From an optimization exercise on the open Yosys and OpenROAD flow, aimed at small area, a short achievable clock period and few clock cycles; shortcuts taken in it are not production practice. Function was checked by simulation only, so behaviour that the tests miss may differ from the original. No activity file was given, so power comes from the tool's default toggle rates.

`design.v`:
```
module st2fx_div (
    input             clk,
    input             rst,
    input             start,
    input      [1:0]  ch_in,
    input      [7:0]  note,
    input      [7:0]  param,
    input      [1:0]  m,           
    input      [15:0] c2,
    output            free,        
    output            commit,      
    output     [1:0]  commit_ch,
    output     [15:0] result,
    output            commit_in1,  
    output            commit_in2,  
    output            free_in1     
);
    localparam [2:0] S_IDLE = 3'd0, S_PREP1 = 3'd1, S_ITERH = 3'd3, S_ITERL = 3'd4;
    reg [2:0]  st;
    reg [2:0]  cnt;
    reg [1:0]  dch;
    reg [4:0]  dn0;
    reg [3:0]  dhi;
    reg [15:0] d;
    reg [17:0] d3;
    reg [4:0]  dlen;
    reg        dzero;
    reg [15:0] r;
    reg [15:0] z;
    reg [7:0]  tlo;
    wire [3:0] k  = (m == 2'd2) ? 4'd0 : (m == 2'd1) ? param[7:4] : param[3:0];
    wire [4:0] n0 = {1'b0, note[3:0]} + {1'b0, k};
    reg  [4:0] c2len;
    integer i;
    always @(*) begin
        c2len = 5'd0;
        for (i = 0; i < 16; i = i + 1)
            if (c2[i]) c2len = i[4:0] + 5'd1;
    end
    wire [14:0] p0;
    wire [1:0]  wrap;
    wire [8:0]  lfo_unused;
    st2fx_tables u_tab (
        .n0       (dn0),
        .lfo_idx  (6'd0),
        .p0       (p0),
        .wrap     (wrap),
        .lfo      (lfo_unused)
    );
    wire [14:0] p0w   = p0 >> wrap;
    wire [4:0]  p0len = (dn0 == 5'd0 || dn0 == 5'd12 || dn0 == 5'd24) ? 5'd15 : 5'd14;
    wire        short = ({2'd0, dhi} + {4'd0, wrap} + {1'b0, dlen} + 6'd1) >= {1'b0, p0len};
    wire [14:0] tv    = p0w >> dhi;
    wire [19:0] T     = {tv, 5'd0} + {5'd0, tv};
    function [17:0] r4step;    
        input [15:0] rr;
        input [1:0]  b;
        input [15:0] dd;
        input [17:0] dd3;
        reg   [17:0] x;
        reg   [18:0] s1, s2, s3;
        begin
            x  = {rr, b};
            s1 = {1'b0, x} - {3'd0, dd};
            s2 = {1'b0, x} - {2'd0, dd, 1'b0};
            s3 = {1'b0, x} - {1'b0, dd3};
            if (!s3[18])      r4step = {2'd3, s3[15:0]};
            else if (!s2[18]) r4step = {2'd2, s2[15:0]};
            else if (!s1[18]) r4step = {2'd1, s1[15:0]};
            else              r4step = {2'd0, x[15:0]};
        end
    endfunction
    wire [17:0] sa = r4step(r, z[15:14], d, d3);
    wire [17:0] sb = r4step(sa[15:0], z[13:12], d, d3);
    wire [15:0] r_it = sb[15:0];
    wire [15:0] z_it = {z[11:0], sa[17:16], sb[17:16]};
    wire last = (cnt == 3'd1);
    assign commit    = (st == S_ITERL && last) || (st == S_PREP1 && dzero);
    assign commit_ch = dch;
    assign result    = dzero ? 16'hFFFF : z_it;
    assign free      = (st == S_IDLE) || commit;
    reg [2:0] st_nx;
    reg [2:0] cnt_nx;
    always @(*) begin
        st_nx  = st;
        cnt_nx = cnt;
        case (st)
        S_PREP1: begin
            st_nx  = short ? S_ITERL : S_ITERH;
            cnt_nx = short ? 3'd4 : 3'd3;
        end
        S_ITERH: begin
            cnt_nx = cnt - 3'd1;
            if (last) begin st_nx = S_ITERL; cnt_nx = 3'd4; end
        end
        S_ITERL: cnt_nx = cnt - 3'd1;
        default: ;
        endcase
        if (commit) st_nx = S_IDLE;
        if (start) st_nx = S_PREP1;
    end
    wire dzero_nx = start ? (c2 == 16'd0) : dzero;
    assign commit_in1 = (st_nx == S_ITERL && cnt_nx == 3'd1) || (st_nx == S_PREP1 && dzero_nx);
    assign commit_in2 = (st_nx == S_ITERL && cnt_nx == 3'd2);
    assign free_in1   = (st_nx == S_IDLE) || commit_in1;
    always @(posedge clk) begin
        if (rst) begin
            st    <= S_IDLE;
            cnt   <= 3'd0;
            dzero <= 1'b0;
        end else begin
            st    <= st_nx;
            cnt   <= cnt_nx;
            dzero <= dzero_nx;
        end
    end
    always @(posedge clk) begin
        if (start) begin
            dch  <= ch_in;
            dn0  <= n0;
            dhi  <= note[7:4];
            d    <= c2;
            dlen <= c2len;
        end
        case (st)
        S_PREP1: begin
            d3 <= {2'd0, d} + {1'b0, d, 1'b0};
            if (short) begin
                r <= {4'd0, T[19:8]};
                z <= {T[7:0], 8'd0};
            end else begin
                r <= 16'd0;
                z <= {T[19:8], 4'd0};
            end
            tlo <= T[7:0];
        end
        S_ITERH: begin
            r <= r_it;
            z <= last ? {tlo, 8'd0} : z_it;
        end
        S_ITERL: begin
            r <= r_it;
            z <= z_it;
        end
        default: ;
        endcase
    end
endmodule
module st2fx_tables (
    input      [4:0]  n0,
    input      [5:0]  lfo_idx,
    output reg [14:0] p0,
    output reg [1:0]  wrap,
    output reg [8:0]  lfo
);
    always @(*) begin
        case (n0)
        5'd0: begin p0 = 15'd17080; wrap = 2'd0; end
        5'd1: begin p0 = 15'd16012; wrap = 2'd0; end
        5'd2: begin p0 = 15'd15184; wrap = 2'd0; end
        5'd3: begin p0 = 15'd14236; wrap = 2'd0; end
        5'd4: begin p0 = 15'd13664; wrap = 2'd0; end
        5'd5: begin p0 = 15'd12808; wrap = 2'd0; end
        5'd6: begin p0 = 15'd12008; wrap = 2'd0; end
        5'd7: begin p0 = 15'd11388; wrap = 2'd0; end
        5'd8: begin p0 = 15'd10676; wrap = 2'd0; end
        5'd9: begin p0 = 15'd10248; wrap = 2'd0; end
        5'd10: begin p0 = 15'd9608; wrap = 2'd0; end
        5'd11: begin p0 = 15'd9108; wrap = 2'd0; end
        5'd12: begin p0 = 15'd17080; wrap = 2'd1; end
        5'd13: begin p0 = 15'd16012; wrap = 2'd1; end
        5'd14: begin p0 = 15'd15184; wrap = 2'd1; end
        5'd15: begin p0 = 15'd14236; wrap = 2'd1; end
        5'd16: begin p0 = 15'd13664; wrap = 2'd1; end
        5'd17: begin p0 = 15'd12808; wrap = 2'd1; end
        5'd18: begin p0 = 15'd12008; wrap = 2'd1; end
        5'd19: begin p0 = 15'd11388; wrap = 2'd1; end
        5'd20: begin p0 = 15'd10676; wrap = 2'd1; end
        5'd21: begin p0 = 15'd10248; wrap = 2'd1; end
        5'd22: begin p0 = 15'd9608; wrap = 2'd1; end
        5'd23: begin p0 = 15'd9108; wrap = 2'd1; end
        5'd24: begin p0 = 15'd17080; wrap = 2'd2; end
        5'd25: begin p0 = 15'd16012; wrap = 2'd2; end
        5'd26: begin p0 = 15'd15184; wrap = 2'd2; end
        5'd27: begin p0 = 15'd14236; wrap = 2'd2; end
        5'd28: begin p0 = 15'd13664; wrap = 2'd2; end
        5'd29: begin p0 = 15'd12808; wrap = 2'd2; end
        5'd30: begin p0 = 15'd12008; wrap = 2'd2; end
        default: begin p0 = 15'd0; wrap = 2'd0; end
        endcase
    end
    always @(*) begin
        case (lfo_idx)
        6'd0: lfo = 9'd0;
        6'd1: lfo = 9'd24;
        6'd2: lfo = 9'd49;
        6'd3: lfo = 9'd74;
        6'd4: lfo = 9'd97;
        6'd5: lfo = 9'd120;
        6'd6: lfo = 9'd141;
        6'd7: lfo = 9'd161;
        6'd8: lfo = 9'd180;
        6'd9: lfo = 9'd197;
        6'd10: lfo = 9'd212;
        6'd11: lfo = 9'd224;
        6'd12: lfo = 9'd235;
        6'd13: lfo = 9'd244;
        6'd14: lfo = 9'd250;
        6'd15: lfo = 9'd253;
        6'd16: lfo = 9'd255;
        6'd17: lfo = 9'd253;
        6'd18: lfo = 9'd250;
        6'd19: lfo = 9'd244;
        6'd20: lfo = 9'd235;
        6'd21: lfo = 9'd224;
        6'd22: lfo = 9'd212;
        6'd23: lfo = 9'd197;
        6'd24: lfo = 9'd180;
        6'd25: lfo = 9'd161;
        6'd26: lfo = 9'd141;
        6'd27: lfo = 9'd120;
        6'd28: lfo = 9'd97;
        6'd29: lfo = 9'd74;
        6'd30: lfo = 9'd49;
        6'd31: lfo = 9'd24;
        6'd32: lfo = 9'd0;
        6'd33: lfo = -9'd24;
        6'd34: lfo = -9'd49;
        6'd35: lfo = -9'd74;
        6'd36: lfo = -9'd97;
        6'd37: lfo = -9'd120;
        6'd38: lfo = -9'd141;
        6'd39: lfo = -9'd161;
        6'd40: lfo = -9'd180;
        6'd41: lfo = -9'd197;
        6'd42: lfo = -9'd212;
        6'd43: lfo = -9'd224;
        6'd44: lfo = -9'd235;
        6'd45: lfo = -9'd244;
        6'd46: lfo = -9'd250;
        6'd47: lfo = -9'd253;
        6'd48: lfo = -9'd255;
        6'd49: lfo = -9'd253;
        6'd50: lfo = -9'd250;
        6'd51: lfo = -9'd244;
        6'd52: lfo = -9'd235;
        6'd53: lfo = -9'd224;
        6'd54: lfo = -9'd212;
        6'd55: lfo = -9'd197;
        6'd56: lfo = -9'd180;
        6'd57: lfo = -9'd161;
        6'd58: lfo = -9'd141;
        6'd59: lfo = -9'd120;
        6'd60: lfo = -9'd97;
        6'd61: lfo = -9'd74;
        6'd62: lfo = -9'd49;
        6'd63: lfo = -9'd24;
        default: lfo = 9'd0;
        endcase
    end
endmodule
module st2fx_chan (
    input  [3:0]  cmd,
    input  [7:0]  param,
    input  [15:0] period_cur,
    input  [15:0] period_tgt,
    input  [6:0]  vol_cur,
    input  [6:0]  vol_init,
    input  [7:0]  tporta_mem,
    input  [7:0]  vib_mem,
    input  [5:0]  vib_ph,         
    input  [3:0]  tr_ctr,
    input         tr_state,
    output reg [6:0]  n_vol_cur,
    output     [7:0]  n_tporta_mem,
    output     [7:0]  n_vib_mem,
    output     [5:0]  n_vib_ph,
    output reg [3:0]  n_tr_ctr,
    output reg        n_tr_state,
    output     [2:0]  kind,           
    output     [11:0] d10,            
    output     [16:0] diff,           
    output     [8:0]  lfo,            
    output     [3:0]  depth
);
    localparam [3:0] C_VOL_SLIDE = 4'd4,  C_PORTA_DOWN = 4'd5, C_PORTA_UP = 4'd6,
                     C_TONE_PORTA = 4'd7, C_VIBRATO = 4'd8,    C_TREMOR = 4'd9,
                     C_VS_VIB = 4'd11,    C_VS_TPORTA = 4'd12;
    wire is_trem = (cmd == C_TREMOR);
    wire is_vib  = (cmd == C_VIBRATO) || (cmd == C_VS_VIB);
    wire is_tp   = (cmd == C_TONE_PORTA) || (cmd == C_VS_TPORTA);
    wire is_pm   = (cmd == C_PORTA_DOWN) || (cmd == C_PORTA_UP);
    wire is_vs   = (cmd == C_VOL_SLIDE) || (cmd == C_VS_VIB) || (cmd == C_VS_TPORTA);
    wire [3:0] cr_tr_ctr   = is_trem ? tr_ctr : 4'd0;
    wire       cr_tr_state = is_trem & tr_state;
    wire [5:0] cr_ph       = is_vib ? vib_ph : 6'd0;
    wire [7:0] vs_up = {1'b0, vol_cur} + {4'd0, param[7:4]};
    wire [6:0] vs_vol = (param[3:0] != 4'd0)
                        ? ((vol_cur > {3'd0, param[3:0]}) ? (vol_cur - {3'd0, param[3:0]}) : 7'd0)
                        : ((vs_up > 8'd64) ? 7'd64 : vs_up[6:0]);
    always @(*) begin
        n_tr_ctr   = cr_tr_ctr;
        n_tr_state = cr_tr_state;
        n_vol_cur  = vol_cur;
        if (is_trem) begin
            if (cr_tr_ctr == 4'd0) begin
                n_tr_state = ~cr_tr_state;
                n_vol_cur  = cr_tr_state ? 7'd0 : vol_init;
                n_tr_ctr   = cr_tr_state ? param[3:0] : param[7:4];
            end else
                n_tr_ctr = cr_tr_ctr - 4'd1;
        end else if (is_vs)
            n_vol_cur = vs_vol;
    end
    wire       p_zero = (param == 8'd0) || (cmd == C_VS_VIB) || (cmd == C_VS_TPORTA);
    wire [7:0] tp_eff = p_zero ? tporta_mem : param;
    wire [7:0] vb_eff = p_zero ? vib_mem : param;
    assign n_tporta_mem = (cmd == C_TONE_PORTA) ? tp_eff : tporta_mem;
    assign n_vib_mem    = (cmd == C_VIBRATO) ? vb_eff : vib_mem;
    assign n_vib_ph     = is_vib ? (cr_ph + vb_eff[7:4]) : cr_ph;
    wire [7:0] speed = is_pm ? param : tp_eff;
    assign d10   = {1'b0, speed, 3'd0} + {3'd0, speed, 1'b0};
    assign diff  = {1'b0, period_tgt} - {1'b0, period_cur};
    wire [14:0] p0_unused;
    wire [1:0]  wrap_unused;
    st2fx_tables u_tab (
        .n0       (5'd0),
        .lfo_idx  (cr_ph),
        .p0       (p0_unused),
        .wrap     (wrap_unused),
        .lfo      (lfo)
    );
    assign depth = vb_eff[3:0];
    assign kind  = is_vib ? 3'd4 : is_tp ? 3'd3 : (cmd == C_PORTA_UP) ? 3'd2 :
                   (cmd == C_PORTA_DOWN) ? 3'd1 : 3'd0;
endmodule
module st2fx_chan_b (
    input  [2:0]  kind,
    input  [11:0] d10,
    input  [16:0] diff,
    input  [8:0]  lfo,
    input  [3:0]  depth,
    input  [15:0] period_cur,
    input  [15:0] period_tgt,
    output        pw,
    output [15:0] period
);
    wire signed [22:0] vsum = $signed({1'b0, period_tgt, 6'd0}) + $signed(lfo) * $signed({1'b0, depth});
    wire        up    = ~diff[16];                      
    wire        neg   = (kind == 3'd2) || (kind == 3'd3 && !up);
    wire [15:0] psum  = neg ? (period_cur - {4'd0, d10}) : (period_cur + {4'd0, d10});
    wire [17:0] cov   = up ? ({6'd0, d10} - {diff[16], diff}) : ({6'd0, d10} + {diff[16], diff});
    wire        clamp = (kind == 3'd3) && !cov[17];
    assign pw     = (kind != 3'd0);
    assign period = (kind == 3'd4) ? vsum[21:6] : clamp ? period_tgt : psum;
endmodule
module st2play_fx (
    input             clk,
    input             rst_n,
    input             cmd_valid,
    output            cmd_ready,
    input      [3:0]  cmd_op,
    input      [1:0]  cmd_ch,
    input      [31:0] cmd_arg,
    output reg        out_valid,
    output reg [31:0] out_data
);
    localparam [3:0] OP_TICK = 4'd0, OP_ROW = 4'd1, OP_SET_NOTE = 4'd2, OP_SET_PERIOD = 4'd3,
                     OP_SET_VOL = 4'd4, OP_SET_GVOL = 4'd5, OP_GET = 4'd6;
    localparam [3:0] C_VIBRATO = 4'd8, C_TREMOR = 4'd9, C_ARPEGGIO = 4'd10, C_VS_VIB = 4'd11;
    reg rst_q;
    wire rst = ~rst_q;
    reg [3:0]  ev_cmd     [0:3];
    reg [7:0]  ev_param   [0:3];
    reg [15:0] period_cur [0:3];
    reg [15:0] period_tgt [0:3];
    reg [6:0]  vol_cur    [0:3];
    reg [6:0]  vol_init   [0:3];
    reg [7:0]  vol_mix    [0:3];
    reg [7:0]  tporta_mem [0:3];
    reg [7:0]  vib_mem    [0:3];
    reg [5:0]  vib_ph     [0:3];    
    reg [3:0]  tr_ctr     [0:3];
    reg        tr_state   [0:3];
    reg [7:0]  last_note  [0:3];
    reg [15:0] c2spd      [0:3];
    reg [6:0]  gvol;
    reg        rdy;
    reg        cr_v;
    reg        cr_tick, cr_row, cr_note, cr_per, cr_vol, cr_gvol, cr_get;
    reg [1:0]  cr_ch;
    reg [31:0] cr_arg;
    reg [3:0]  get_ok, wr_ok;
    reg        tick_ok, gvol_ok;
    assign cmd_ready = rdy;
    wire cr_wr   = cr_row | cr_note | cr_per | cr_vol;
    wire cr_ok   = ~(cr_tick & ~tick_ok) & ~(cr_gvol & ~gvol_ok) &
                   ~(cr_get & ~get_ok[cr_ch]) & ~(cr_wr & ~wr_ok[cr_ch]);
    wire ex      = cr_v & cr_ok;
    wire tick_ex = ex & cr_tick;
    wire row_ex  = ex & cr_row;
    wire note_ex = ex & cr_note;
    wire per_ex  = ex & cr_per;
    wire vol_ex  = ex & cr_vol;
    wire gvol_ex = ex & cr_gvol;
    wire get_ex  = ex & cr_get;
    reg        a_v, a_row;
    reg [1:0]  a_ch;
    wire       a_act = tick_ex | a_v;
    wire       a_r   = tick_ex ? cr_arg[8] : a_row;
    wire [6:0]  n_vol_cur;
    wire [7:0]  n_tporta_mem, n_vib_mem;
    wire [5:0]  n_vib_ph;
    wire [3:0]  n_tr_ctr;
    wire        n_tr_state;
    wire [2:0]  a_kind;
    wire [11:0] a_d10;
    wire [16:0] a_diff;
    wire [8:0]  a_lfo;
    wire [3:0]  a_depth;
    st2fx_chan u_chan (
        .cmd          (ev_cmd[a_ch]),
        .param        (ev_param[a_ch]),
        .period_cur   (period_cur[a_ch]),
        .period_tgt   (period_tgt[a_ch]),
        .vol_cur      (vol_cur[a_ch]),
        .vol_init     (vol_init[a_ch]),
        .tporta_mem   (tporta_mem[a_ch]),
        .vib_mem      (vib_mem[a_ch]),
        .vib_ph       (vib_ph[a_ch]),
        .tr_ctr       (tr_ctr[a_ch]),
        .tr_state     (tr_state[a_ch]),
        .n_vol_cur    (n_vol_cur),
        .n_tporta_mem (n_tporta_mem),
        .n_vib_mem    (n_vib_mem),
        .n_vib_ph     (n_vib_ph),
        .n_tr_ctr     (n_tr_ctr),
        .n_tr_state   (n_tr_state),
        .kind         (a_kind),
        .d10          (a_d10),
        .diff         (a_diff),
        .lfo          (a_lfo),
        .depth        (a_depth)
    );
    reg        b_v;
    reg [1:0]  b_ch;
    reg [2:0]  b_kind;
    reg [11:0] b_d10;
    reg [16:0] b_diff;
    reg [8:0]  b_lfo;
    reg [3:0]  b_depth;
    reg [6:0]  b_vol;
    wire [13:0] b_mixp = b_vol * gvol;
    wire        bo_pw;
    wire [15:0] bo_period;
    st2fx_chan_b u_chan_b (
        .kind       (b_kind),
        .d10        (b_d10),
        .diff       (b_diff),
        .lfo        (b_lfo),
        .depth      (b_depth),
        .period_cur (period_cur[b_ch]),
        .period_tgt (period_tgt[b_ch]),
        .pw         (bo_pw),
        .period     (bo_period)
    );
    reg  [3:0] arp_todo, dpend, pend;
    reg  [1:0] m_reg;
    wire [3:0] is_arp;
    genvar gc;
    generate for (gc = 0; gc < 4; gc = gc + 1) begin : g_arp
        assign is_arp[gc] = (ev_cmd[gc] == C_ARPEGGIO);
    end endgenerate
    function [1:0] m3add;      
        input [1:0] a, b;
        reg   [1:0] x, y;
        begin
            x = (a == 2'd3) ? 2'd0 : a;
            y = (b == 2'd3) ? 2'd0 : b;
            case ({x, y})
            4'b0000, 4'b0110, 4'b1001: m3add = 2'd0;
            4'b0001, 4'b0100, 4'b1010: m3add = 2'd1;
            default:                   m3add = 2'd2;
            endcase
        end
    endfunction
    wire [1:0] cr_m3 = m3add(m3add(cr_arg[1:0], cr_arg[3:2]), m3add(cr_arg[5:4], cr_arg[7:6]));
    wire       tick_arp = tick_ex & ~cr_arg[8];
    wire [3:0] cand     = tick_arp ? is_arp : arp_todo;
    wire       dv_free;
    wire [1:0] pick     = cand[0] ? 2'd0 : cand[1] ? 2'd1 : cand[2] ? 2'd2 : 2'd3;
    wire       dv_start = dv_free & (|cand);
    wire       dv_commit, dv_in1, dv_in2, dv_free1;
    wire [1:0] dv_ch;
    wire [15:0] dv_result;
    st2fx_div u_div (
        .clk        (clk),
        .rst        (rst),
        .start      (dv_start),
        .ch_in      (pick),
        .note       (last_note[pick]),
        .param      (ev_param[pick]),
        .m          (tick_ex ? cr_m3 : m_reg),
        .c2         (c2spd[pick]),
        .free       (dv_free),
        .commit     (dv_commit),
        .commit_ch  (dv_ch),
        .result     (dv_result),
        .commit_in1 (dv_in1),
        .commit_in2 (dv_in2),
        .free_in1   (dv_free1)
    );
    reg [3:0] q_v, q_wp, q_wd, q_pt;    
    reg [1:0] q_ch  [0:3];
    reg [1:0] q_sel [0:3];
    reg [1:0] q_hd, q_tl;
    wire [1:0] h_ch  = q_ch[q_hd];
    wire [1:0] h_sel = q_sel[q_hd];
    wire       q_pop = q_v[q_hd] & ~q_wp[q_hd] & ~q_wd[q_hd];
    reg [3:0] pend_nx, dpend_nx, arp_todo_nx, wr_ok_nx;
    reg       a_conf;
    integer c;
    always @(*) begin
        a_conf = 1'b0;
        for (c = 0; c < 4; c = c + 1)
            if (q_v[c] && (q_pt[c] || tick_ex) && q_ch[c] == a_ch && !(q_hd == c && q_pop))
                a_conf = 1'b1;
    end
    wire      a_go   = a_act & ~a_conf;
    wire      a_v_nx = a_act && !(a_go && a_ch == 2'd3);
    reg [3:0] qv_nx, qwp_nx, qwd_nx, qpt_nx, q_push;
    always @(*) begin
        for (c = 0; c < 4; c = c + 1) begin
            pend_nx[c]  = tick_ex | (pend[c] & ~(b_v && b_ch == c));
            dpend_nx[c] = (tick_arp & is_arp[c]) | (dpend[c] & ~(dv_commit && dv_ch == c));
            arp_todo_nx[c] = cand[c] & ~(dv_start && pick == c);
        end
        for (c = 0; c < 4; c = c + 1) begin
            q_push[c] = get_ex && q_tl == c;
            if (q_push[c]) begin
                qv_nx[c]  = 1'b1;
                qwp_nx[c] = pend_nx[cr_ch];
                qwd_nx[c] = dpend_nx[cr_ch];
                qpt_nx[c] = 1'b0;
            end else begin
                qv_nx[c]  = q_v[c] & ~(q_pop && q_hd == c);
                qwp_nx[c] = q_wp[c] & ~(b_v && b_ch == q_ch[c]);
                qwd_nx[c] = q_wd[c] & ~(dv_commit && dv_ch == q_ch[c]);
                qpt_nx[c] = q_pt[c] | tick_ex;
            end
        end
        for (c = 0; c < 4; c = c + 1)
            wr_ok_nx[c] = ~pend_nx[c] & ~dpend_nx[c] &
                          ~(qv_nx[0] && q_ch[0] == c) & ~(qv_nx[1] && q_ch[1] == c) &
                          ~(qv_nx[2] && q_ch[2] == c) & ~(qv_nx[3] && q_ch[3] == c) &
                          ~(get_ex && cr_ch == c);
    end
    wire [3:0] get_ok_nx  = {4{~(&qv_nx)}};
    wire       tick_ok_nx = ~a_v_nx & ~(|arp_todo_nx) & dv_free1;
    wire       gvol_ok_nx = ~(|pend_nx);
    wire       crv_nx = rdy ? cmd_valid : cr_v;
    wire [3:0] op_nx  = cmd_op;
    wire [1:0] ch_nx  = rdy ? cmd_ch : cr_ch;
    reg        okin_nx;
    always @(*) begin
        case (op_nx)
        OP_TICK:     okin_nx = tick_ok_nx;
        OP_SET_GVOL: okin_nx = gvol_ok_nx;
        OP_GET:      okin_nx = get_ok_nx[ch_nx];
        OP_ROW, OP_SET_NOTE, OP_SET_PERIOD, OP_SET_VOL: okin_nx = wr_ok_nx[ch_nx];
        default:     okin_nx = 1'b1;
        endcase
    end
    wire okcr_nx = ~(cr_tick & ~tick_ok_nx) & ~(cr_gvol & ~gvol_ok_nx) &
                   ~(cr_get & ~get_ok_nx[cr_ch]) & ~(cr_wr & ~wr_ok_nx[cr_ch]);
    wire ok_nx = rdy ? okin_nx : okcr_nx;
    wire [3:0] rw_cmd   = cr_arg[3:0];
    wire [7:0] rw_par   = cr_arg[15:8];
    wire       rw_trem  = (rw_cmd == C_TREMOR);
    wire       rw_vib   = (rw_cmd == C_VIBRATO) || (rw_cmd == C_VS_VIB);
    wire [3:0] rw_trc   = tr_ctr[cr_ch];
    wire       rw_trs   = tr_state[cr_ch];
    always @(posedge clk) rst_q <= rst_n;
    integer j;
    always @(posedge clk) begin
        if (rst) begin
            for (j = 0; j < 4; j = j + 1) begin
                ev_cmd[j]     <= 4'd0;
                ev_param[j]   <= 8'd0;
                period_cur[j] <= 16'd0;
                period_tgt[j] <= 16'd0;
                vol_cur[j]    <= 7'd0;
                vol_init[j]   <= 7'd0;
                vol_mix[j]    <= 8'd0;
                tporta_mem[j] <= 8'd0;
                vib_mem[j]    <= 8'd0;
                vib_ph[j]     <= 6'd0;
                tr_ctr[j]     <= 4'd0;
                tr_state[j]   <= 1'b0;
                last_note[j]  <= 8'd0;
                c2spd[j]      <= 16'd8448;
            end
            gvol     <= 7'd64;
            cr_v     <= 1'b0;
            get_ok   <= 4'hF;
            wr_ok    <= 4'hF;
            tick_ok  <= 1'b1;
            gvol_ok  <= 1'b1;
            a_v      <= 1'b0;
            a_ch     <= 2'd0;
            b_v      <= 1'b0;
            pend     <= 4'd0;
            dpend    <= 4'd0;
            arp_todo <= 4'd0;
            q_v      <= 4'd0;
            q_hd     <= 2'd0;
            q_tl     <= 2'd0;
            out_valid <= 1'b0;
        end else begin
            cr_v    <= crv_nx;
            get_ok  <= get_ok_nx;
            wr_ok   <= wr_ok_nx;
            tick_ok <= tick_ok_nx;
            gvol_ok <= gvol_ok_nx;
            pend    <= pend_nx;
            dpend   <= dpend_nx;
            arp_todo <= arp_todo_nx;
            if (row_ex) begin
                ev_cmd[cr_ch]   <= rw_cmd;
                ev_param[cr_ch] <= rw_par;
                if (!rw_vib) vib_ph[cr_ch] <= 6'd0;
                if (!rw_trem) begin
                    tr_ctr[cr_ch]   <= 4'd0;
                    tr_state[cr_ch] <= 1'b0;
                end else if (rw_trc == 4'd0) begin
                    tr_state[cr_ch] <= ~rw_trs;
                    vol_cur[cr_ch]  <= rw_trs ? 7'd0 : vol_init[cr_ch];
                    tr_ctr[cr_ch]   <= rw_trs ? rw_par[3:0] : rw_par[7:4];
                end else
                    tr_ctr[cr_ch] <= rw_trc - 4'd1;
            end
            if (note_ex) begin
                last_note[cr_ch] <= cr_arg[7:0];
                c2spd[cr_ch]     <= cr_arg[31:16];
            end
            if (per_ex) begin
                period_cur[cr_ch] <= cr_arg[15:0];
                period_tgt[cr_ch] <= cr_arg[31:16];
            end
            if (vol_ex) begin
                vol_cur[cr_ch]  <= cr_arg[6:0];
                vol_init[cr_ch] <= cr_arg[14:8];
            end
            if (gvol_ex) gvol <= cr_arg[6:0];
            a_v <= a_v_nx;
            if (a_act) a_row <= a_r;
            if (a_go) begin
                a_ch  <= a_ch + 2'd1;
                if (!a_r) begin
                    vol_cur[a_ch]    <= n_vol_cur;
                    tporta_mem[a_ch] <= n_tporta_mem;
                    vib_mem[a_ch]    <= n_vib_mem;
                    vib_ph[a_ch]     <= n_vib_ph;
                    tr_ctr[a_ch]     <= n_tr_ctr;
                    tr_state[a_ch]   <= n_tr_state;
                end
            end
            if (tick_ex) m_reg <= cr_m3;
            b_v <= a_go;
            if (b_v) begin
                vol_mix[b_ch] <= b_mixp[13:6];
                if (bo_pw) period_cur[b_ch] <= bo_period;
            end
            if (dv_commit) period_cur[dv_ch] <= dv_result;
            q_v  <= qv_nx;
            q_wp <= qwp_nx;
            q_wd <= qwd_nx;
            q_pt <= qpt_nx;
            q_hd <= q_hd + {1'b0, q_pop};
            q_tl <= q_tl + {1'b0, get_ex};
            out_valid <= rst_n & q_pop;
        end
    end
    always @(posedge clk) begin
        rdy <= rst_n & (rst | ~(crv_nx & ~ok_nx));
    end
    always @(posedge clk) begin
        for (j = 0; j < 4; j = j + 1)
            if (q_push[j]) begin
                q_ch[j]  <= cr_ch;
                q_sel[j] <= cr_arg[1:0];
            end
        begin
            b_ch      <= a_ch;
            b_kind    <= a_r ? 3'd0 : a_kind;
            b_d10     <= a_d10;
            b_diff    <= a_diff;
            b_lfo     <= a_lfo;
            b_depth   <= a_depth;
            b_vol     <= a_r ? vol_cur[a_ch] : n_vol_cur;
        end
        if (rdy) begin
            cr_tick <= (cmd_op == OP_TICK);
            cr_row  <= (cmd_op == OP_ROW);
            cr_note <= (cmd_op == OP_SET_NOTE);
            cr_per  <= (cmd_op == OP_SET_PERIOD);
            cr_vol  <= (cmd_op == OP_SET_VOL);
            cr_gvol <= (cmd_op == OP_SET_GVOL);
            cr_get  <= (cmd_op == OP_GET);
            cr_ch   <= cmd_ch;
            cr_arg  <= cmd_arg;
        end
        case (h_sel)
        2'd0: out_data <= {vol_mix[h_ch], 1'b0, vol_cur[h_ch], period_cur[h_ch]};
        2'd1: out_data <= {9'd0, vol_init[h_ch], period_tgt[h_ch]};
        2'd2: out_data <= {tporta_mem[h_ch], vib_mem[h_ch], 1'b0, vib_ph[h_ch], 1'b0,
                           tr_state[h_ch], 3'd0, tr_ctr[h_ch]};
        default: out_data <= {c2spd[h_ch], last_note[h_ch], 4'd0, ev_cmd[h_ch]};
        endcase
    end
endmodule
```
`flow/run.sh`:
```
#!/bin/bash
set -euo pipefail
cd "$(dirname "$0")/.."
bash standard.sh SETUP_SLACK_MARGIN=8.5 finish > flow_make.log 2>&1
```
`standard.sh`:
```
#!/bin/bash
# synth_recipe.tcl (not shown) runs the flow's synth.tcl, then flattens the netlist and writes it again
# the make line also repeats each setting of config.mk as NAME=value (left out here)
make -C /OpenROAD-flow-scripts/flow DESIGN_CONFIG=/design/flow/config.mk WORK_HOME=/design/flow/orfs CLKGATE_MAP_FILE= SYNTH_SCRIPT=/design/flow/synth_recipe.tcl "${@:-finish}"
```
`config.mk`:
```
export PLATFORM = sky130hd
export DESIGN_NAME = st2play_fx
export DESIGN_NICKNAME = st2play_fx
export VERILOG_FILES = /design/flow/design.v
export SDC_FILE = /design/flow/constraint.sdc
export NUM_CORES = 4
export LEC_CHECK = 0
export CAP_MARGIN = 20
export CORE_MARGIN = 2
export CORE_UTILIZATION = 40
export SLEW_MARGIN = 20
```
`constraint.sdc`:
```
create_clock -name core_clock -period 14.0 [get_ports {clk}]
set_input_delay 2.8000 -clock core_clock [delete_from_list [all_inputs] [get_ports {clk}]]
set_output_delay 2.8000 -clock core_clock [all_outputs]
set_load 0.01 [all_outputs]
```
==> impl_metrics.csv, run 1 <==
group,metric,value,unit
timing,rsz0062_at_grt,"true",
yosys,synth_commonest_cells,"edfxtp_1 (625), nand2_1 (531), nor2_1 (484), inv_1 (330), ha_1 (316)",
yosys,netlist.area_leader.share,34.4,%
setup_path,crit_type,"flip-flop to flip-flop",
pwr,pwr-share-seq,38.0,%
clocking,holdBufCountCts,0,
drt,antenna_left,0,
final_layout,drive_gt1_share,14.3,%
yosys,yosysWarnings,8,
drt,via_per_inst,6.24,
hold_path,min_path_type,"flip-flop to flip-flop",
yosys,ys_top_cells_by_area,"edfxtp_1 (34%), mux4_2 (9.1%), ha_1 (7.2%), dfxtp_1 (5.7%), nand2_1 (3.7%)",
final_layout,seqCellArea,0.0219,mm²
floorplan,die_y,373,µm
drt,drc_errors,0,
yosys,synthCells,5418,
place,place.gp.congestion,0.964,
yosys,yosysTopAreaCell,"edfxtp_1",
timing,worst_pin_slew,1250,ps
floorplan,core,0.135,mm²
drt,first_pass_iters,6,
timing,final-hold-violation-count,0,
timing,period_needed,5780,ps
place,port_buffers,74,
timing,timing.fmax,173,MHz
timing,fin_crit_sh,41.3,%
global_routing,antenna_found_initial,8,
clocking,numCtsBuffers,86,
drt,first_iter_violations,5307,
yosys,ys.flop_type,"edfxtp_1",
floorplan,num_rows,135,
yosys,yosysMostFrequentCell,"edfxtp_1",
final_layout,largest_registers,"c2spd (64), period_cur (64), period_tgt (64)",
pwr,p_per_area,124,mW/mm²
pwr,leakage,23.9,nW
flow_run,cap_violations,0,
drt,routed_wirelength,193,mm
setup_path,arrival,6320,ps
yosys,synth-seq-cells,781,
pwr,ir_drop,0.103,mV
clocking,worst_skew_pair.late_latency,700,ps
clocking,path_clk_slew,60,ps
pwr,pwr-share-clk,30.2,%
floorplan,start_util,40.3,%
clocking,cts_sinks,781,
pwr,power.share.switching,35.3,%
clocking,cts_tree,"done",
clocking,cts.htree.levels,3,
floorplan,pin_count,75,
final_layout,fillers,12700,
yosys,yosysSeqAreaShare,40.1,%
yosys,synth_area_per_cell,10.1,µm²
global_routing,grt_use_total,26.8,%
yosys,synthesis.nets,5834,
setup_path,cp.required,14540,ps
setup_path,endpoint_kind,"flip-flop",
final_layout,area_growth_syn_to_layout,13.2,%
global_routing,grt_pass1_wl,282,mm
yosys,synth_edf_count,625,
timing,tns,0,ps
drt,routedWlPerCell,26.4,µm
clocking,clk_path_buf_depth,3,
place,dpl.hpwl,140,mm
pwr,p_int,4.95,mW
pwr,p_switching,2.70,mW
yosys,async_flop_share,0,%
floorplan,die_area,0.139,mm²
timing,slew_violations,0,
drt,vias,45600,
setup_path,cp-start-kind,"flip-flop",
place,dp_slack,6850,ps
yosys,ys_types,97,
timing,finalSetupViolCount,0,
clocking,cts-root-buf,"clkbuf_16",
final_layout,fin_nets,5869,
yosys,syn_area,0.0546,mm²
timing,slew_headroom,16.3,%
setup_path,cp_max_fo,7,
floorplan,die_w,373,µm
outcome,status,"timing/DRC/antenna clean",
global_routing,grt_pass1_vias,43500,
timing,fin_worst_skew,29.1,ps
global_routing,grt_max_degree,77,
pwr,pwr-share-comb,31.8,%
timing,setup_ws,8220,ps
global_routing,grt.overflow.total,0,
final_layout,multiInputGateArea,0.0315,mm²
==> power by group through the flow <==
stage	clock network, mW	registers (mW)	logic [mW]
floorplan	0	2.86	1.49
global route	2.42	2.92	2.59
detailed placement	0	2.95	2.25
global placement	0	2.94	2.24
CTS	2.33	2.90	2.31
finish	2.31	2.90	2.43
==> cell usage in the layout (no fill, tap or decap), types with 53 or more instances in the layout <==
master,instances
a21oi_1,277
nand3_1,100
o21ai_0,259
fa_1,57
and3_1,100
or3_1,53
a21o_1,54
nor3_1,143
buf_4,158
ha_1,291
and2_1,84
inv_1,316
xor2_1,60
clkdlybuf4s50_1,74
nand2_1,524
clkbuf_16,91
mux2i_1,135
edfxtp_1,625
xnor2_1,128
dfxtp_1,144
mux4_2,219
nor2b_1,78
nor2_1,473
==> layer usage <==
metal  vias to the layer above  part of all wire [%]  GRT usage [%]
met1                     22400                    40           35.2
met2                      2478                    45           42.5
met4                         4                   5.6           13.7
li1                      20200                     -              -
met5                         -                 0.016              0
met3                       442                   9.6           4.75
==> cells by family (layout without fill, tap and decap cells) <==
logic type / Yosys count / in the layout / share of synthesized area (%)
muxes: 388 / 388 / 12.3
and+or+nand+nor: 1790 / 1790 / 15.6
DFF: 781 / 781 / 40.1
AOI/OAI and AO/OA: 1260 / 1260 / 15.1
buffers and inverters: 631 / 736 / 4.40
other: 0 / 1 / 0
xor gates and xnor gates: 192 / 192 / 3.08
adders and majority gates: 376 / 376 / 9.43
==> cell type report <==
type / count / share of cell area [%]
Sequential cell: 781 / 35.5
Clock buffer: 121 / 4.00
Tap cell: 1781 / 3.61
Timing Repair Buffer: 243 / 3.37
Clock inverter: 37 / 0.521
Inverter: 335 / 2.06
Multi-Input combinational cell: 4006 / 51.0
Antenna cell: 1 / 0.00405
==> worst max-delay path, cell delays in order, from the launching register on <==
cell and delay [ps]:
dfxtp_4 370, and2_4 150, ha_4 250, inv_2 30
fa_1 450, fa_1 490, inv_1 50, ha_1 290
o21ai_2 160, a21oi_4 60, o41ai_4 320, o21ai_2 120
o41a_1 400, xnor2_4 340, ha_4 260, a21o_1 160
a21o_1 210, a21oi_2 190, o31ai_4 110, a2111oi_4 320
nor3_2 90, xor2_1 180, nor2_2 90, or3_1 410
a22oi_2 130
==> path summary, 6_finish.rpt <==
path / startpoint / to / slack [ps] / depth (start not counted)
worst max-delay path: b_depth[2]$_DFF_P_ / period_cur[2][14]$_DFFE_PP_ / 8220 / 24
worst max register to register: b_depth[2]$_DFF_P_ / period_cur[2][14]$_DFFE_PP_ / 8220 / 24
worst min-delay path: dpend[2]$_SDFF_PN0_ / dpend[2]$_SDFF_PN0_ / 540 / 2
worst min register to register: dpend[2]$_SDFF_PN0_ / dpend[2]$_SDFF_PN0_ / 540 / 2
==> timing repair <==
| item | 4_1_cts | 5_1_grt |
|---|---|---|
| resized for setup | 114 | 119 |
| pin swaps | 27 | 43 |
| buffers inserted | 37 | 40 |
| setup endpoints to repair | 110 | 121 |
==> per-stage QoR <==
step	std cells	utilization, %	hold slack (ps)	cell area (µm²)	total power [mW]
after floorplan	5418	-	370	54700	4.35
after global placement	7068	42.3	529	57300	5.18
after detailed placement	7068	42.3	529	57400	5.20
after CTS	7263	44.9	545	60900	7.54
after global routing	7304	45.6	562	61800	7.93
final	7305	45.6	543	61800	7.64
Testbench counts, summed over its fixed seeds: cycles 10,383.
==> run 2: changes to the inputs <==
--- a/design.v
+++ b/design.v
@@ -345,7 +345,9 @@
     output        pw,
     output [15:0] period
 );
-    wire signed [22:0] vsum = $signed({1'b0, period_tgt, 6'd0}) + $signed(lfo) * $signed({1'b0, depth});
+    wire [22:0] l23 = {{14{lfo[8]}}, lfo};
+    wire [22:0] vsum = {1'b0, period_tgt, 6'd0} + (depth[0] ? l23 : 23'd0) + (depth[1] ? {l23[21:0], 1'b0} : 23'd0)
+                     + (depth[2] ? {l23[20:0], 2'd0} : 23'd0) + (depth[3] ? {l23[19:0], 3'd0} : 23'd0);
     wire        up    = ~diff[16];                      
     wire        neg   = (kind == 3'd2) || (kind == 3'd3 && !up);
     wire [15:0] psum  = neg ? (period_cur - {4'd0, d10}) : (period_cur + {4'd0, d10});
==> flow/run.sh (replaced) <==
#!/bin/bash
set -euo pipefail
cd "$(dirname "$0")/.."
bash standard.sh SETUP_SLACK_MARGIN=9 finish > flow_make.log 2>&1
==> run 2 against run 1 <==
Against the previous run:
- utilization is 1.2 points higher
- sequential cell count did not move
- global-route usage grew 0.72 points
- final cell count is 0.37% lower
- sequential power fell by 4%
- first-iteration DRC count up 10%
- clock power increased by 3%
- combinational power down 21%
- critical endpoint is now u_div.r[5]$_DFFE_PN_
==> impl_metrics.csv, run 2 <==
group,metric,value,unit
yosys,yosysMostFrequentCell,"edfxtp_1",
timing,fin_crit_sh,39.6,%
yosys,ys.flop_type,"edfxtp_1",
final_layout,largest_registers,"c2spd (64), period_cur (64), period_tgt (64)",
floorplan,die_w,371,µm
final_layout,final_cell_mix,"edfxtp_1 (625), nor2_1 (513), nand2_1 (503)",
drt,drc_errors,0,
clocking,numCtsBuffers,90,
pwr,ir_drop,0.100,mV
yosys,synthesis.nets,5706,
timing,tns,0,ps
clocking,holdBufCountCts,0,
yosys,synth-seq-cells,781,
floorplan,core,0.134,mm²
drt,antenna_left,0,
timing,final-hold-violation-count,0,
place,dpl.hpwl,141,mm
clocking,cts_sinks,781,
drt,routed_wirelength,195,mm
drt,vias,45000,
yosys,synth_commonest_cells,"edfxtp_1 (625), nor2_1 (529), nand2_1 (517), inv_1 (303), a21oi_1 (298)",
drt,first_pass_iters,7,
clocking,path_clk_slew,60,ps
global_routing,grt_max_degree,54,
yosys,ys_types,101,
timing,timing.fmax,180,MHz
place,place_inst,6929,
clocking,cts.htree.levels,3,
pwr,leakage,24.3,nW
final_layout,area_growth_syn_to_layout,16.0,%
place,place_area,0.0567,mm²
clocking,clk_path_buf_depth,3,
place,port_buffers,74,
timing,worst_pin_slew,1250,ps
yosys,async_flop_share,0,%
yosys,yosysSeqAreaShare,40.5,%
pwr,p_per_area,113,mW/mm²
timing,fin_worst_skew,32.9,ps
final_layout,multiInputGateArea,0.0313,mm²
timing,slew_violations,0,
setup_path,cp.required,14430,ps
timing,slew_headroom,16.5,%
floorplan,pin_count,75,
setup_path,endpoint_kind,"flip-flop",
final_layout,drive_gt1_share,17.7,%
yosys,ys_top_cells_by_area,"edfxtp_1 (35%), mux4_2 (9.1%), ha_1 (6.9%), dfxtp_1 (5.8%), nor2_1 (3.7%)",
timing,period_needed,5550,ps
global_routing,grt_use_total,27.5,%
setup_path,cp-start-kind,"flip-flop",
yosys,yosysWarnings,8,
yosys,yosysTopAreaCell,"edfxtp_1",
floorplan,start_util,40.4,%
hold_path,min_path_type,"flip-flop to flip-flop",
final_layout,seqCellArea,0.0219,mm²
global_routing,antenna_found_initial,8,
floorplan,die_area,0.138,mm²
final_layout,fillers,12400,
final_layout,fin_nets,5844,
timing,finalSetupViolCount,0,
floorplan,die_y,371,µm
final_layout,instances_no_fill,7278,
yosys,netlist.area_leader.share,34.8,%
drt,via_per_inst,6.19,
drt,routedWlPerCell,26.7,µm
timing,holdWs,516,ps
clocking,worst_skew_pair.late_latency,700,ps
yosys,synth_edf_count,625,
floorplan,num_rows,134,
drt,first_iter_violations,5846,
flow_run,cap_violations,0,
setup_path,crit_type,"flip-flop to flip-flop",
global_routing,grt_pass1_vias,42100,
yosys,synth_area_per_cell,10.2,µm²
global_routing,grt.overflow.total,0,
place,place.gp.congestion,0.944,
final_layout,final_common_cell,"edfxtp_1",
clocking,cts_tree,"done",
global_routing,grt_pass1_wl,282,mm
final_layout,fin_area,0.0626,mm²
setup_path,cp_max_fo,5,
yosys,syn_area,0.0540,mm²
timing,rsz0062_at_grt,"true",
clocking,cts-root-buf,"clkbuf_16",
yosys,synthCells,5296,
outcome,status,"timing/DRC/antenna clean",
setup_path,arrival,5970,ps
-- run 2: metal layers --
| metal | up-vias | track usage (%) | part of all wire [%] |
|---|---|---|---|
| li1 | 20000 | - | - |
| met2 | 2500 | 41.3 | 44 |
| met3 | 451 | 5.24 | 10 |
| met1 | 22100 | 38.0 | 40 |
| met4 | 6 | 14.0 | 5.7 |
| met5 | - | 0 | 0.017 |
-- run 2: timing repair --
item	in CTS	in global routing
setup buffers	114	59
endpoints found under the setup margin	254	139
resized for setup	235	142
pin swaps	57	60
gates cloned	6	2
-- run 2: worst max-delay path, stage by stage, from the launching register on --
cell	delay (ps)
edfxtp_1	440
inv_4	90
ha_1	220
nor2b_4	130
o31a_1	330
a21oi_2	230
a211oi_2	110
or4_4	590
nor2_4	200
nor2_2	60
a21oi_2	150
o21ai_4	80
inv_2	80
ha_4	200
nor2b_4	120
o31a_1	300
or2_4	280
nor4_4	180
o21ai_2	130
a41oi_2	250
a21oi_2	110
nor3_4	200
nor2b_4	260
buf_12	130
buf_16	110
mux2i_1	180
o21ai_1	80
-- run 2: path summary, 6_finish.rpt --
check / startpoint / end / slack [ps] / cells after the start
worst min-delay path: dpend[1]$_SDFF_PN0_ / dpend[1]$_SDFF_PN0_ / 520 / 2
worst max-delay path: u_div.d[1]$_DFFE_PP_ / u_div.r[5]$_DFFE_PN_ / 8450 / 26
worst max register to register: u_div.d[1]$_DFFE_PP_ / u_div.r[5]$_DFFE_PN_ / 8450 / 26
worst min register to register: dpend[1]$_SDFF_PN0_ / dpend[1]$_SDFF_PN0_ / 520 / 2
-- run 2: kinds of logic (layout without fill, tap and decap cells) --
group                    Yosys count  count (layout)  share of synthesized area, %
flip-flops                       781             781                          40.5
adder cells (fa/ha/maj)          370             370                          9.58
AND/OR/NAND/NOR                 1712            1713                          14.8
XOR/XNOR                         199             199                          3.23
buffers and inverters            610             819                          4.40
multiplexers                     410             411                          12.7
AO/OA/AOI/OAI                   1214            1214                          14.7
other                              0               3                             0
-- run 2: power breakdown --
group / switching (mW) / total, mW / leakage [nW] / internal [mW]
sequential: 0.135 / 2.79 / 7.57 / 2.66
combinational: 1.17 / 1.92 / 15.3 / 0.742
clock: 1.01 / 2.39 / 1.41 / 1.38
total: 2.32 / 7.10 / 24.3 / 4.78
-- run 2: final cells by class --
cell class	instances	area share (%)
inverter	313	1.96
antenna	3	0.0120
clock buffer	121	3.91
tap	1768	3.53
sequential	781	35.0
multi-input combinational	3907	49.9
timing repair inverter	1	0.0120
clock inverter	44	0.729
timing repair buffer	340	4.89
-- run 2: metrics by stage --
stage	util, %	worst slack, ps	total power [mW]
finish	46.8	8450	7.10
global route	46.8	8240	7.34
CTS	46.0	8660	7.01
detailed placement	42.4	7080	4.56
global placement	42.4	6910	4.55
floorplan	-	8610	3.90
Testbench counts of run 2, summed over its fixed seeds: cycles 10,383.
==> run 3: changes to the inputs <==
--- a/design.v
+++ b/design.v
@@ -23,20 +23,12 @@
     reg [3:0]  dhi;
     reg [15:0] d;
     reg [17:0] d3;
-    reg [4:0]  dlen;
     reg        dzero;
     reg [15:0] r;
     reg [15:0] z;
     reg [7:0]  tlo;
     wire [3:0] k  = (m == 2'd2) ? 4'd0 : (m == 2'd1) ? param[7:4] : param[3:0];
     wire [4:0] n0 = {1'b0, note[3:0]} + {1'b0, k};
-    reg  [4:0] c2len;
-    integer i;
-    always @(*) begin
-        c2len = 5'd0;
-        for (i = 0; i < 16; i = i + 1)
-            if (c2[i]) c2len = i[4:0] + 5'd1;
-    end
     wire [14:0] p0;
     wire [1:0]  wrap;
     wire [8:0]  lfo_unused;
@@ -48,6 +40,13 @@
         .lfo      (lfo_unused)
     );
     wire [14:0] p0w   = p0 >> wrap;
+    reg  [4:0] dlen;
+    integer i;
+    always @(*) begin
+        dlen = 5'd0;
+        for (i = 0; i < 16; i = i + 1)
+            if (d[i]) dlen = i[4:0] + 5'd1;
+    end
     wire [4:0]  p0len = (dn0 == 5'd0 || dn0 == 5'd12 || dn0 == 5'd24) ? 5'd15 : 5'd14;
     wire        short = ({2'd0, dhi} + {4'd0, wrap} + {1'b0, dlen} + 6'd1) >= {1'b0, p0len};
     wire [14:0] tv    = p0w >> dhi;
@@ -120,7 +119,6 @@
             dn0  <= n0;
             dhi  <= note[7:4];
             d    <= c2;
-            dlen <= c2len;
         end
         case (st)
         S_PREP1: begin
@@ -392,12 +390,13 @@
     reg        cr_tick, cr_row, cr_note, cr_per, cr_vol, cr_gvol, cr_get;
     reg [1:0]  cr_ch;
     reg [31:0] cr_arg;
-    reg [3:0]  get_ok, wr_ok;
+    reg        get_ok;
+    reg [3:0]  wr_ok;
     reg        tick_ok, gvol_ok;
     assign cmd_ready = rdy;
     wire cr_wr   = cr_row | cr_note | cr_per | cr_vol;
     wire cr_ok   = ~(cr_tick & ~tick_ok) & ~(cr_gvol & ~gvol_ok) &
-                   ~(cr_get & ~get_ok[cr_ch]) & ~(cr_wr & ~wr_ok[cr_ch]);
+                   ~(cr_get & ~get_ok) & ~(cr_wr & ~wr_ok[cr_ch]);
     wire ex      = cr_v & cr_ok;
     wire tick_ex = ex & cr_tick;
     wire row_ex  = ex & cr_row;
@@ -557,7 +556,7 @@
                           ~(qv_nx[2] && q_ch[2] == c) & ~(qv_nx[3] && q_ch[3] == c) &
                           ~(get_ex && cr_ch == c);
     end
-    wire [3:0] get_ok_nx  = {4{~(&qv_nx)}};
+    wire       get_ok_nx  = ~(&qv_nx);
     wire       tick_ok_nx = ~a_v_nx & ~(|arp_todo_nx) & dv_free1;
     wire       gvol_ok_nx = ~(|pend_nx);
     wire       crv_nx = rdy ? cmd_valid : cr_v;
@@ -568,13 +567,13 @@
         case (op_nx)
         OP_TICK:     okin_nx = tick_ok_nx;
         OP_SET_GVOL: okin_nx = gvol_ok_nx;
-        OP_GET:      okin_nx = get_ok_nx[ch_nx];
+        OP_GET:      okin_nx = get_ok_nx;
         OP_ROW, OP_SET_NOTE, OP_SET_PERIOD, OP_SET_VOL: okin_nx = wr_ok_nx[ch_nx];
         default:     okin_nx = 1'b1;
         endcase
     end
     wire okcr_nx = ~(cr_tick & ~tick_ok_nx) & ~(cr_gvol & ~gvol_ok_nx) &
-                   ~(cr_get & ~get_ok_nx[cr_ch]) & ~(cr_wr & ~wr_ok_nx[cr_ch]);
+                   ~(cr_get & ~get_ok_nx) & ~(cr_wr & ~wr_ok_nx[cr_ch]);
     wire ok_nx = rdy ? okin_nx : okcr_nx;
     wire [3:0] rw_cmd   = cr_arg[3:0];
     wire [7:0] rw_par   = cr_arg[15:8];
@@ -604,7 +603,7 @@
             end
             gvol     <= 7'd64;
             cr_v     <= 1'b0;
-            get_ok   <= 4'hF;
+            get_ok   <= 1'b1;
             wr_ok    <= 4'hF;
             tick_ok  <= 1'b1;
             gvol_ok  <= 1'b1;
==> run 3 against run 2 <==
Against the previous run:
- area after synthesis is 0.68% lower
- sequential power hardly changed
- critical path type unchanged
- combinational power is 5% higher
- non-clock buffer count is 45 lower
- via count is 1.6% lower
- routed wire length is 2.3% lower
- sequential share of layout area is 0.13 points higher
- count of clock-buffer cells in the layout is 6 lower
- sequential cell count is 5 lower
==> impl_metrics.csv, run 3 <==
group,metric,value,unit
outcome,status,"timing/DRC/antenna clean",
setup_path,cp.required,14460,ps
yosys,synth_commonest_cells,"edfxtp_1 (620), nor2_1 (544), nand2_1 (507), inv_1 (322), ha_1 (300)",
yosys,ys_top_cells_by_area,"edfxtp_1 (35%), mux4_2 (9.3%), ha_1 (7.0%), dfxtp_1 (5.8%), nor2_1 (3.8%)",
final_layout,drive_gt1_share,17.0,%
floorplan,core,0.133,mm²
timing,slew_violations,0,
hold_path,min_path_type,"flip-flop to flip-flop",
global_routing,antenna_found_initial,15,
yosys,yosysSeqAreaShare,40.5,%
timing,finalSetupViolCount,0,
setup_path,cp.buffers_inverters,4,
timing,rsz0062_at_grt,"true",
setup_path,endpoint_kind,"flip-flop",
setup_path,arrival,6300,ps
timing,fin_worst_skew,46.0,ps
flow_run,cap_violations,0,
global_routing,grt_use_total,27.0,%
yosys,syn_area,0.0536,mm²
yosys,ys_types,94,
final_layout,area_growth_syn_to_layout,15.5,%
place,place_area,0.0563,mm²
final_layout,final_cell_mix,"edfxtp_1 (620), nor2_1 (525), nand2_1 (497)",
clocking,cts.htree.levels,3,
timing,slew_headroom,17.5,%
place,port_buffers,74,
floorplan,num_rows,134,
clocking,clk_path_buf_depth,3,
clocking,path_clk_slew,60,ps
place,dpl.hpwl,136,mm
yosys,synth_edf_count,620,
final_layout,fin_area,0.0619,mm²
drt,first_pass_iters,8,
drt,drc_errors,0,
timing,tns,0,ps
global_routing,grt_pass1_vias,42500,
drt,antenna_left,0,
floorplan,die_w,370,µm
timing,period_needed,5840,ps
pwr,ir_drop,0.110,mV
timing,final-hold-violation-count,0,
yosys,yosysMostFrequentCell,"edfxtp_1",
final_layout,final_common_cell,"edfxtp_1",
drt,first_iter_violations,5151,
drt,routedWlPerCell,26.4,µm
timing,worst_pin_slew,1220,ps
yosys,netlist.area_leader.share,34.7,%
place,place.gp.congestion,0.948,
pwr,p_per_area,119,mW/mm²
yosys,synth_area_per_cell,10.2,µm²
final_layout,largest_registers,"c2spd (64), period_cur (64), period_tgt (64)",
drt,vias,44300,
final_layout,utilization,46.5,%
setup_path,slowest_delay,400,ps
drt,routed_wirelength,190,mm
setup_path,cp-start-kind,"flip-flop",
yosys,ys.flop_type,"edfxtp_1",
setup_path,cp_max_fo,5,
setup_path,cp_common_cell,"a211o_1",
yosys,yosysWarnings,8,
floorplan,die_y,370,µm
drt,via_per_inst,6.16,
setup_path,crit_type,"flip-flop to flip-flop",
clocking,holdBufCountCts,0,
setup_path,cpLargestDelayFamily,"compound AO/OA/AOI/OAI gates",
pwr,leakage,24.5,nW
global_routing,grt_pass1_wl,278,mm
yosys,synthesis.nets,5671,
clocking,worst_skew_pair.late_latency,740,ps
floorplan,pin_count,75,
floorplan,start_util,40.2,%
clocking,numCtsBuffers,91,
yosys,async_flop_share,0,%
global_routing,grt.overflow.total,0,
clocking,cts_tree,"done",
clocking,cts_sinks,776,
global_routing,grt_max_degree,63,
setup_path,slowest_stage,"edfxtp_1",
timing,fin_crit_sh,41.7,%
timing,timing.fmax,171,MHz
clocking,cts-root-buf,"clkbuf_16",
final_layout,fin_nets,5763,
yosys,synth-seq-cells,776,
floorplan,die_area,0.137,mm²
yosys,synthCells,5257,
yosys,yosysTopAreaCell,"edfxtp_1",
==> run 3: cell types whose count changed after synthesis, moves of 14 or more <==
cell / delta
a211oi_1: -19
a21o_1: +15
a21oi_1: -24
a221o_1: -21
a31oi_1: +16
and3_1: -23
inv_1: +19
nand3_1: -14
nor2_1: +15
o21ai_0: -35
==> run 3: final timing paths <==
| kind | startpoint | endpoint | slack [ps] | depth (start not counted) |
|---|---|---|---|---|
| max | u_div.z[14]$_DFFE_PP_ | u_div.r[5]$_DFFE_PN_ | 8160 | 25 |
| min | u_div.cnt[1]$_SDFF_PN0_ | u_div.cnt[1]$_SDFF_PN0_ | 540 | 2 |
| max reg2reg | u_div.z[14]$_DFFE_PP_ | u_div.r[5]$_DFFE_PN_ | 8160 | 25 |
| min reg2reg | u_div.cnt[1]$_SDFF_PN0_ | u_div.cnt[1]$_SDFF_PN0_ | 540 | 2 |
==> run 3: what timing repair did <==
action                                  4_1_cts  5_1_grt
setup buffers                                74       62
endpoints found under the setup margin      166      144
gates cloned                                  4        4
resized for setup                           153      165
pin swaps                                    45       70
==> run 3: logic make-up (layout without fill, tap and decap cells) <==
group / Yosys count / after routing / synth area share [%]
DFF: 776 / 776 / 40.5
xor gates and xnor gates: 200 / 200 / 3.27
buffers and inverters: 626 / 791 / 4.53
adders and majority gates: 373 / 373 / 9.72
AOI/OAI and AO/OA: 1165 / 1167 / 14.3
and+or+nand+nor: 1708 / 1709 / 14.8
other: 0 / 3 / 0
muxes: 409 / 409 / 12.9
==> run 3: layout make-up <==
type / instances / area, µm²
well taps: 1768 / 2210
diodes: 3 / 7.51
clock buffers: 115 / 2470
repair buffers: 295 / 2700
inverters: 326 / 1260
flip-flops and latches: 776 / 21800
fillers: 12300 / 71300
multi-input cells: 3858 / 30800
repair inverters: 1 / 7.51
clock inverters: 54 / 673
==> run 3: power by group <==
| part | leakage [nW] | internal (mW) | switching [mW] |
|---|---|---|---|
| registers | 7.52 | 2.65 | 0.147 |
| logic | 15.4 | 0.797 | 1.22 |
| clock network | 1.51 | 1.48 | 1.05 |
==> run 3: per-stage QoR <==
| stage | power [mW] | hold slack, ps | instances | setup slack, ps |
|---|---|---|---|---|
| 2_1_floorplan | 4.00 | 370 | 5257 | 8500 |
| 3_3_place_gp | 4.67 | 541 | 6880 | 7260 |
| 3_5_place_dp | 4.68 | 551 | 6880 | 7110 |
| 4_1_cts | 7.26 | 561 | 7127 | 8170 |
| 5_1_grt | 7.60 | 574 | 7193 | 8010 |
| 6_report | 7.34 | 535 | 7196 | 8160 |
==> run 3: worst min-delay path: cells and delay by family, from the launching register on <==
| kind | cells | cell delay, ps |
|---|---|---|
| AO/OA/AOI/OAI | 1 | 90 |
| flip-flops | 1 | 330 |
| AND/OR/NAND/NOR | 1 | 80 |
==> run 3: metal layers <==
| layer | vias to the layer above | share of wire [%] | track usage [%] |
|---|---|---|---|
| li1 | 19600 | - | - |
| met1 | 21700 | 40 | 36.5 |
| met2 | 2478 | 44 | 40.9 |
| met3 | 519 | 11 | 6.60 |
| met4 | 16 | 5.3 | 12.2 |
| met5 | - | 0.055 | 0 |
Testbench counts of run 3, summed over its fixed seeds: cycles 10,383.
==> run 4: changes to the inputs <==
--- a/design.v
+++ b/design.v
@@ -99,9 +99,9 @@
         if (start) st_nx = S_PREP1;
     end
     wire dzero_nx = start ? (c2 == 16'd0) : dzero;
-    assign commit_in1 = (st_nx == S_ITERL && cnt_nx == 3'd1) || (st_nx == S_PREP1 && dzero_nx);
-    assign commit_in2 = (st_nx == S_ITERL && cnt_nx == 3'd2);
-    assign free_in1   = (st_nx == S_IDLE) || commit_in1;
+    assign commit_in1 = (st == S_ITERL && cnt == 3'd2) || (start && c2 == 16'd0);
+    assign commit_in2 = (st == S_ITERL && cnt == 3'd3);
+    assign free_in1   = ((st == S_IDLE || commit) && !start) || commit_in1;
     always @(posedge clk) begin
         if (rst) begin
             st    <= S_IDLE;
==> run 4 against run 3 <==
Against the previous run:
- clock skew decreased by 7.9 ps
- largest power group unchanged
- setup slack better by 140 ps
- utilization increased by 0.67 points
- final area rose by 0.19%
- critical path depth is 1 higher
- combinational power grew 3%
- via count fell by 2.3%
- non-clock buffer count rose by 61
- count of clock-buffer cells in the layout rose by 10
==> impl_metrics.csv, run 4 <==
group,metric,value,unit
place,place.gp.congestion,0.951,
pwr,pwr-share-comb,28.3,%
floorplan,core,0.132,mm²
final_layout,fillers,11900,
setup_path,cp-start-kind,"flip-flop",
floorplan,die_w,369,µm
timing,finalSetupViolCount,0,
clocking,numCtsBuffers,92,
yosys,ys_types,97,
clocking,cts_tree,"done",
setup_path,rr_startpoint,"u_div.d[5]$_DFFE_PN_",
setup_path,crit_type,"flip-flop to flip-flop",
setup_path,arrival,6140,ps
final_layout,final_common_cell,"edfxtp_1",
drt,via_per_inst,6.12,
global_routing,grt.met3_usage,5.42,%
yosys,yosysWarnings,8,
pwr,power.share.switching,33.0,%
floorplan,num_rows,133,
clocking,worst_skew_pair.late_latency,720,ps
clocking,cts-root-buf,"clkbuf_16",
yosys,synth_edf_count,620,
global_routing,antenna_found_initial,6,
yosys,synthesis.nets,5482,
global_routing,grt_use_met2,41.7,%
global_routing,grt_use_total,26.6,%
yosys,yosysMostFrequentCell,"edfxtp_1",
timing,tns,0,ps
floorplan,die_y,369,µm
final_layout,fin_nets,5651,
timing,fin_crit_sh,40.7,%
setup_path,cp_max_fo,6,
global_routing,grt_max_degree,59,
timing,slew_violations,0,
floorplan,pin_count,75,
yosys,yosysSeqAreaShare,40.9,%
clocking,cts_sinks,776,
flow_run,cap_violations,0,
setup_path,r2r_slack,8300,ps
clocking,clk_path_buf_depth,3,
hold_path,hold-path-endpoint,"gvol[1]$_SDFFE_PN0P_",
timing,timing.fmax,176,MHz
timing,worst_pin_slew,1410,ps
drt,routedWlPerCell,26.2,µm
place,dpl.hpwl,130,mm
setup_path,cp.buffers_inverters,3,
drt,first_iter_violations,5726,
hold_path,min_path_type,"flip-flop to flip-flop",
drt,antenna_left,0,
yosys,synthCells,5067,
final_layout,largest_registers,"c2spd (64), period_cur (64), period_tgt (64)",
timing,period_needed,5700,ps
setup_path,cpLargestDelayFamily,"compound AO/OA/AOI/OAI gates",
final_layout,multiInputGateArea,0.0305,mm²
yosys,synth_commonest_cells,"edfxtp_1 (620), nor2_1 (527), nand2_1 (423), inv_1 (319), ha_1 (301)",
timing,slew_headroom,6.10,%
timing,holdWs,520,ps
pwr,ir_drop,0.0930,mV
pwr,p_int,4.93,mW
drt,drc_errors,0,
final_layout,drive_gt1_share,19.1,%
final_layout,area_growth_syn_to_layout,16.7,%
timing,final-hold-violation-count,0,
final_layout,final_cell_mix,"edfxtp_1 (620), nor2_1 (509), nand2_1 (411)",
yosys,ys_top_cells_by_area,"edfxtp_1 (35%), mux4_2 (11%), ha_1 (7.1%), dfxtp_1 (5.9%), nor2_1 (3.7%)",
pwr,pwr-share-clk,33.3,%
setup_path,endpoint_kind,"flip-flop",
pwr,pwr-share-seq,38.4,%
global_routing,grt_pass1_wl,272,mm
clocking,cts.htree.levels,3,
clocking,path_clk_slew,60,ps
setup_path,slowest_stage,"edfxtp_1",
final_layout,seqCellArea,0.0218,mm²
global_routing,top_usage_layer,"met2",
global_routing,met1_usage,35.2,%
drt,first_pass_iters,8,
yosys,async_flop_share,0,%
clocking,holdBufCountCts,0,
place,port_buffers,74,
setup_path,r2r_cells,26,
setup_path,slowest_delay,450,ps
floorplan,start_util,40.4,%
global_routing,grt.overflow.total,0,
floorplan,die_area,0.136,mm²
yosys,synth_area_per_cell,10.5,µm²
yosys,syn_area,0.0532,mm²
drt,vias,43300,
yosys,netlist.area_leader.share,35.0,%
yosys,synth-seq-cells,776,
timing,rsz0062_at_grt,"true",
setup_path,r2r-end,"period_cur[0][0]$_DFFE_PP_",
yosys,yosysTopAreaCell,"edfxtp_1",
hold_path,min_from,"gvol[1]$_SDFFE_PN0P_",
drt,routed_wirelength,185,mm
global_routing,grt_pass1_vias,41800,
hold_path,holdPathStages,2,
yosys,ys.flop_type,"edfxtp_1",
pwr,p_switching,2.43,mW
pwr,leakage,24.4,nW
timing,fin_worst_skew,38.2,ps
pwr,p_per_area,119,mW/mm²
outcome,status,"timing/DRC/antenna clean",
setup_path,cp.required,14440,ps
run 4: power groups by stage:
stage | Clock, mW | Sequential [mW] | Combinational, mW
final | 2.45 | 2.83 | 2.08
after floorplan | 0 | 2.80 | 1.26
after global routing | 2.56 | 2.84 | 2.23
after CTS | 2.48 | 2.83 | 1.98
after global placement | 0 | 2.87 | 1.86
after detailed placement | 0 | 2.88 | 1.87
run 4: per-stage QoR:
step | worst slack, ps | instance area [µm²] | util (%) | power [mW] | cells
after global routing | 8160 | 62100 | 47.1 | 7.63 | 7068
after detailed placement | 6790 | 55900 | 42.5 | 4.75 | 6706
after floorplan | 8760 | 53400 | - | 4.06 | 5067
after CTS | 8440 | 60900 | 46.2 | 7.29 | 6993
after global placement | 6770 | 55900 | 42.5 | 4.73 | 6705
final | 8300 | 62100 | 47.2 | 7.36 | 7071
run 4: final cells by class:
cell class | instances | share of cell area (%)
sequential | 776 | 35.1
multi-input combinational | 3684 | 49.1
inverter | 325 | 2.04
timing repair inverter | 1 | 0.0121
clock buffer | 125 | 4.01
clock inverter | 46 | 0.869
antenna | 3 | 0.0121
timing repair buffer | 356 | 5.32
tap | 1755 | 3.54
run 4: routing by layer:
metal | wire (µm) | share of wire [%]
met4 | 10600 | 5.7
met3 | 17900 | 9.7
met2 | 83700 | 45
met1 | 72700 | 39
met5 | 7 | 0.0038
run 4: logic make-up (layout without fill, tap and decap cells):
kind of cell | after synthesis | in the layout | synth area share [%]
mux | 406 | 408 | 13.9
simple gates | 1597 | 1600 | 14.0
flops | 776 | 776 | 40.9
other cells | 0 | 3 | 0
xor+xnor | 203 | 203 | 3.34
fa+ha+maj | 375 | 375 | 9.85
compound gates | 1098 | 1098 | 13.5
buf+inv | 612 | 853 | 4.44
run 4: how the worst max path moves through the flow:
stage	cells past startpoint	startpoint	to
6_report	26	u_div.d[5]$_DFFE_PN_	period_cur[0][0]$_DFFE_PP_
5_1_grt	27	u_div.d[1]$_DFFE_PN_	period_cur[1][0]$_DFFE_PP_
4_1_cts	27	u_div.z[14]$_DFFE_PP_	period_cur[1][0]$_DFFE_PP_
3_5_place_dp	24	u_div.d[7]$_DFFE_PN_	u_div.r[2]$_DFFE_PP_
3_3_place_gp	25	u_div.d[1]$_DFFE_PN_	u_div.r[2]$_DFFE_PP_
2_1_floorplan	25	u_div.d[1]$_DFFE_PN_	u_div.r[15]$_SDFFCE_PP0P_
run 4: timing repair:
action                     4_1_cts  5_1_grt
resized for setup              211      147
setup endpoints to repair      240      178
setup buffers                  107       68
cloned                           9        5
pin swaps                       54       67
run 4: worst min-delay path, cell delays in order, from the launching register on:
cell and delay [ps]:
dfxtp_2 360, nand2_1 60, a21boi_0 60
Testbench counts of run 4, summed over its fixed seeds: cycles 10,383.

static timing again, ports no longer ideal:
How much do the figures lean on ideal ports? The routed layouts below were timed once more, with nothing changed but the port constraints.
Step 1 sets driving cells, clkbuf_16 on the clock port and buf_2 on the other inputs (assumed; they add their load-dependent delay and slew).
Step 2 also shifts input and output timing later by t, the mid clock arrival at the registers, as if the neighbouring blocks saw the same clock.
Three values: no drivers, after step 1, after step 2; two values: the first two.
run	t, ns	slack for setup (ns)	hold WS [ns]
run 1	0.758	8.224 / 8.224 / 8.224	0.543 / 0.543 / 0.543
run 2	0.758	8.452 / 8.452 / 8.452	0.516 / 0.516 / 0.516
run 3	0.790	8.162 / 8.162 / 8.162	0.535 / 0.535 / 0.535
run 4	0.777	8.305 / 8.305 / 8.305	0.520 / 0.520 / 0.520
After both steps every run listed still meets setup and hold.
